This is an optimization exercise on Yosys and OpenROAD, whose aim is small area, a short achievable clock period and few clock cycles per item, not a production implementation. In this exercise RTL edits were held to simulation tests only and were not proved equivalent to the original.

==> inputs of run a <==
## ryu32
module ryu32 (
    input  wire        clk,
    input  wire        rst,
    input  wire        in_valid,
    output wire        in_ready,
    input  wire [31:0] in_x,
    output reg         out_valid,
    output reg  [31:0] out_m,
    output reg  [7:0]  out_e,
    output reg  [1:0]  out_cls,
    output reg         out_sign,
    output reg  [3:0]  out_len,
    output reg  [7:0]  out_sci
);
    localparam CLS_FINITE = 2'd0, CLS_ZERO = 2'd1, CLS_INF = 2'd2, CLS_NAN = 2'd3;
    reg rdy;
    always @(posedge clk) rdy <= ~rst;
    assign in_ready = rdy;
    reg        v0;
    reg [31:0] x0;
    always @(posedge clk) begin
        v0 <= in_valid & rdy & ~rst;
        x0 <= in_x;
    end
    wire [7:0]  ex = x0[30:23];
    wire [22:0] ma = x0[22:0];
    wire        ma_nz = |ma;
    wire [1:0]  cls_c = (ex == 8'hff) ? (ma_nz ? CLS_NAN : CLS_INF) :
                        ((ex == 8'd0 && !ma_nz) ? CLS_ZERO : CLS_FINITE);
    wire [23:0] m2_c = {ex != 8'd0, ma};
    wire       p_ca, p_qz, p_qa9, p_qb1, p_qbt, p_qnz, p_x47;
    wire [5:0] p_idx;
    wire [1:0] p_us;
    wire [7:0] p_e10;
    wire [4:0] p_thr;
    ryu32_param u_param (.ex(ex), .ca(p_ca), .idx(p_idx), .us(p_us), .e10(p_e10), .qz(p_qz),
                         .qa9(p_qa9), .qb1(p_qb1), .qbt(p_qbt), .thr(p_thr), .qnz(p_qnz), .x47(p_x47));
    wire [63:0] f_rom;
    ryu32_rom u_rom (.ca(p_ca), .idx(p_idx), .f(f_rom));
    wire [63:0] fp_c = f_rom << p_us;
    wire [6:0] nib_sum = m2_c[3:0] + m2_c[7:4] + m2_c[11:8] + m2_c[15:12] + m2_c[19:16] + m2_c[23:20];
    wire       m5_c = (nib_sum % 7'd5) == 7'd0;
    wire       tzb_c = (m2_c & ((24'd1 << p_thr) - 24'd1)) == 24'd0;
    reg        v1;
    reg [23:0] m2_1;
    reg [63:0] fp_1;
    reg [7:0]  e10_1;
    reg [1:0]  cls_1;
    reg        sign_1, ab_1, mms_1, ca_1, qz_1, qa9_1, qb1_1, qbt_1, qnz_1, x47_1, m5_1, tzb_1;
    always @(posedge clk) begin
        v1     <= v0 & ~rst;
        m2_1   <= m2_c;
        fp_1   <= fp_c;
        e10_1  <= p_e10;
        cls_1  <= cls_c;
        sign_1 <= x0[31];
        ab_1   <= ~ma[0];
        mms_1  <= ma_nz || (ex <= 8'd1);
        ca_1   <= p_ca;
        qz_1   <= p_qz;
        qa9_1  <= p_qa9;
        qb1_1  <= p_qb1;
  ...
clock: 20.0 ns
lec_check: 0
cap_margin: 20
core_margin: 2
core_utilization: 25
slew_margin: 20
standard.sh (not shown) runs the stock make flow with config.mk's settings and CLKGATE_MAP_FILE= SYNTH_SCRIPT=/design/flow/synth_recipe.tcl, a recipe that flattens the netlist after the stock synthesis.
==> flow/flow/run.sh <==
#!/bin/bash
set -euo pipefail
bash standard.sh SETUP_SLACK_MARGIN=10 finish > layout_make.log 2>&1
==> run b (differences from run a) <==
--- a/flow/design.v
+++ b/flow/design.v
@@ -418,19 +418,31 @@
     ryu32_rom u_rom (.ca(p_ca), .idx(p_idx), .f(f_rom));
     wire [63:0] fp_c = f_rom << p_us;
     wire [6:0] nib_sum = m2_c[3:0] + m2_c[7:4] + m2_c[11:8] + m2_c[15:12] + m2_c[19:16] + m2_c[23:20];
     wire       m5_c = (nib_sum % 7'd5) == 7'd0;
     wire       tzb_c = (m2_c & ((24'd1 << p_thr) - 24'd1)) == 24'd0;
+    wire [26:0] m2x = {3'b000, m2_c, 1'b0};
+    reg  [12:0] bone_c, btwo_c, bneg_c;
+    integer kbd;
+    always @(*) begin
+        for (kbd = 0; kbd < 13; kbd = kbd + 1) begin
+            bone_c[kbd] = m2x[2*kbd+1] ^ m2x[2*kbd];
+            btwo_c[kbd] = (m2x[2*kbd +: 3] == 3'b011) || (m2x[2*kbd +: 3] == 3'b100);
+            bneg_c[kbd] = m2x[2*kbd+2] & ~(m2x[2*kbd+1] & m2x[2*kbd]);
+        end
+    end
     reg        v1;
-    reg [23:0] m2_1;
+    reg [12:0] bone_1, btwo_1, bneg_1;
     reg [63:0] fp_1;
     reg [7:0]  e10_1;
     reg [1:0]  cls_1;
     reg        sign_1, ab_1, mms_1, ca_1, qz_1, qa9_1, qb1_1, qbt_1, qnz_1, x47_1, m5_1, tzb_1;
     always @(posedge clk) begin
         v1     <= v0 & ~rst;
-        m2_1   <= m2_c;
+        bone_1 <= bone_c;
+        btwo_1 <= btwo_c;
+        bneg_1 <= bneg_c;
         fp_1   <= fp_c;
         e10_1  <= p_e10;
         cls_1  <= cls_c;
         sign_1 <= x0[31];
         ab_1   <= ~ma[0];
@@ -444,11 +456,11 @@
         x47_1  <= p_x47;
         m5_1   <= m5_c;
         tzb_1  <= tzb_c;
     end
     wire [87:0] P;
-    ryu32_mul u_mul (.a(m2_1), .b(fp_1), .p(P));
+    ryu32_mul u_mul (.bone(bone_1), .btwo(btwo_1), .bneg(bneg_1), .b(fp_1), .p(P));
     reg        v2;
     reg [87:20] P_2;      
     reg [63:20] fp_2;
     reg [7:0]  e10_2;
     reg [1:0]  cls_2;
@@ -716,15 +728,16 @@
             out_sci <= 8'd0;
         end
     end
 endmodule
 module ryu32_mul (
-    input  wire [23:0] a,
+    input  wire [12:0] bone,    
+    input  wire [12:0] btwo,    
+    input  wire [12:0] bneg,    
     input  wire [63:0] b,
     output wire [87:0] p
 );
-    wire [26:0] ax = {3'b000, a, 1'b0};
     wire [12:0] ng;
     wire [65:0] rb0;
     wire [65:0] rb1;
     wire [65:0] rb2;
     wire [65:0] rb3;
@@ -738,14 +751,13 @@
     wire [65:0] rb11;
     wire [65:0] rb12;
     genvar gi;
     generate
         for (gi = 0; gi < 13; gi = gi + 1) begin : g_row
-            wire [2:0]  g   = ax[2*gi +: 3];
-            wire        one = g[1] ^ g[0];
-            wire        two = (g == 3'b011) || (g == 3'b100);
-            wire        neg = g[2] & ~(g[1] & g[0]);
+            wire        one = bone[gi];
+            wire        two = btwo[gi];
+            wire        neg = bneg[gi];
             wire [65:0] r   = (({66{one}} & {2'b00, b}) | ({66{two}} & {1'b0, b, 1'b0})) ^ {66{neg}};
             assign ng[gi] = neg;
         end
     endgenerate
     assign rb0 = {~g_row[0].r[65], g_row[0].r[64:0]};
==> flow/flow/run.sh (replaced) <==
#!/bin/bash
set -euo pipefail
bash standard.sh SETUP_SLACK_MARGIN=12 MATCH_CELL_FOOTPRINT=0 finish > layout_make.log 2>&1
==> results.txt <==
	run a	run b
Result of the run	finished clean	finished clean
Violation count after the first detailed-route iteration	8,841	9,328
Share of the synthesized netlist area taken by xor and xnor gates	0.0982	0.0997
Sequential share of cell area	0.138	0.139
Count of multi-input gates	7,646	7,566
Area growth from synthesis to layout	9.21%	12.7%
Min Hold Slack	0.309 ns	0.323 ns
PnR worst setup slack	10.44 ns	11.97 ns
Fill cell total of the finished layout	33,666	33,438
Compound-cell area share of the yosys netlist	0.268	0.265
Worst slack after detailed placement	8.40 ns	10.01 ns
Final cell count without fillers	13,408	13,446
Data required time of the worst path	20.54 ns	20.62 ns
Fraction of synthesized cell area taken by the top area cell type	0.165	0.165
Avg Synthesized Cell Area	8.11 sq um	8.13 sq um
Post-synthesis cell area	78,600 sq um	78,300 sq um
Storage cell area	11,800 sq um	12,300 sq um
Total Die Area	319,000 sq um	318,000 sq um
Chip width	565 um	564 um
Number of antenna violations at the first check in global routing	10	12
Number of clock buffers inserted by TritonCTS	72	73
HPWL reported at the end of detailed placement	204,000 um	204,000 um
Testbench counts of run a, summed over its fixed seeds: cycles 16,056, items 16,000.
Testbench counts of run b, summed over its fixed seeds: cycles 16,056, items 16,000.

afterwards: timing with drivers on the ports:
How much do the figures lean on ideal ports? The routed layouts below were timed once more, with nothing changed but the port constraints.
Step 1, drivers: a clkbuf_16 drives clk and a buf_2 each remaining input, both assumed.
Step 2, shift: input delay + t, output delay - t, t = (earliest + latest rising clock arrival at the registers) / 2. This alone moves slack from input paths to output paths.
Three values: ideal, step 1, step 2; two values: the first two.
run | shift t [ns] | setup slack, ns | worst hold slack (ns) | pins driven straight from the clock port
run a | 0.770 | 10.438 / 10.438 / 10.438 | 0.309 / 0.309 / 0.309 | 1
run b | 0.793 | 11.969 / 11.969 / 11.969 | 0.323 / 0.323 / 0.323 | 1
After both steps setup and hold are still met in every run listed.
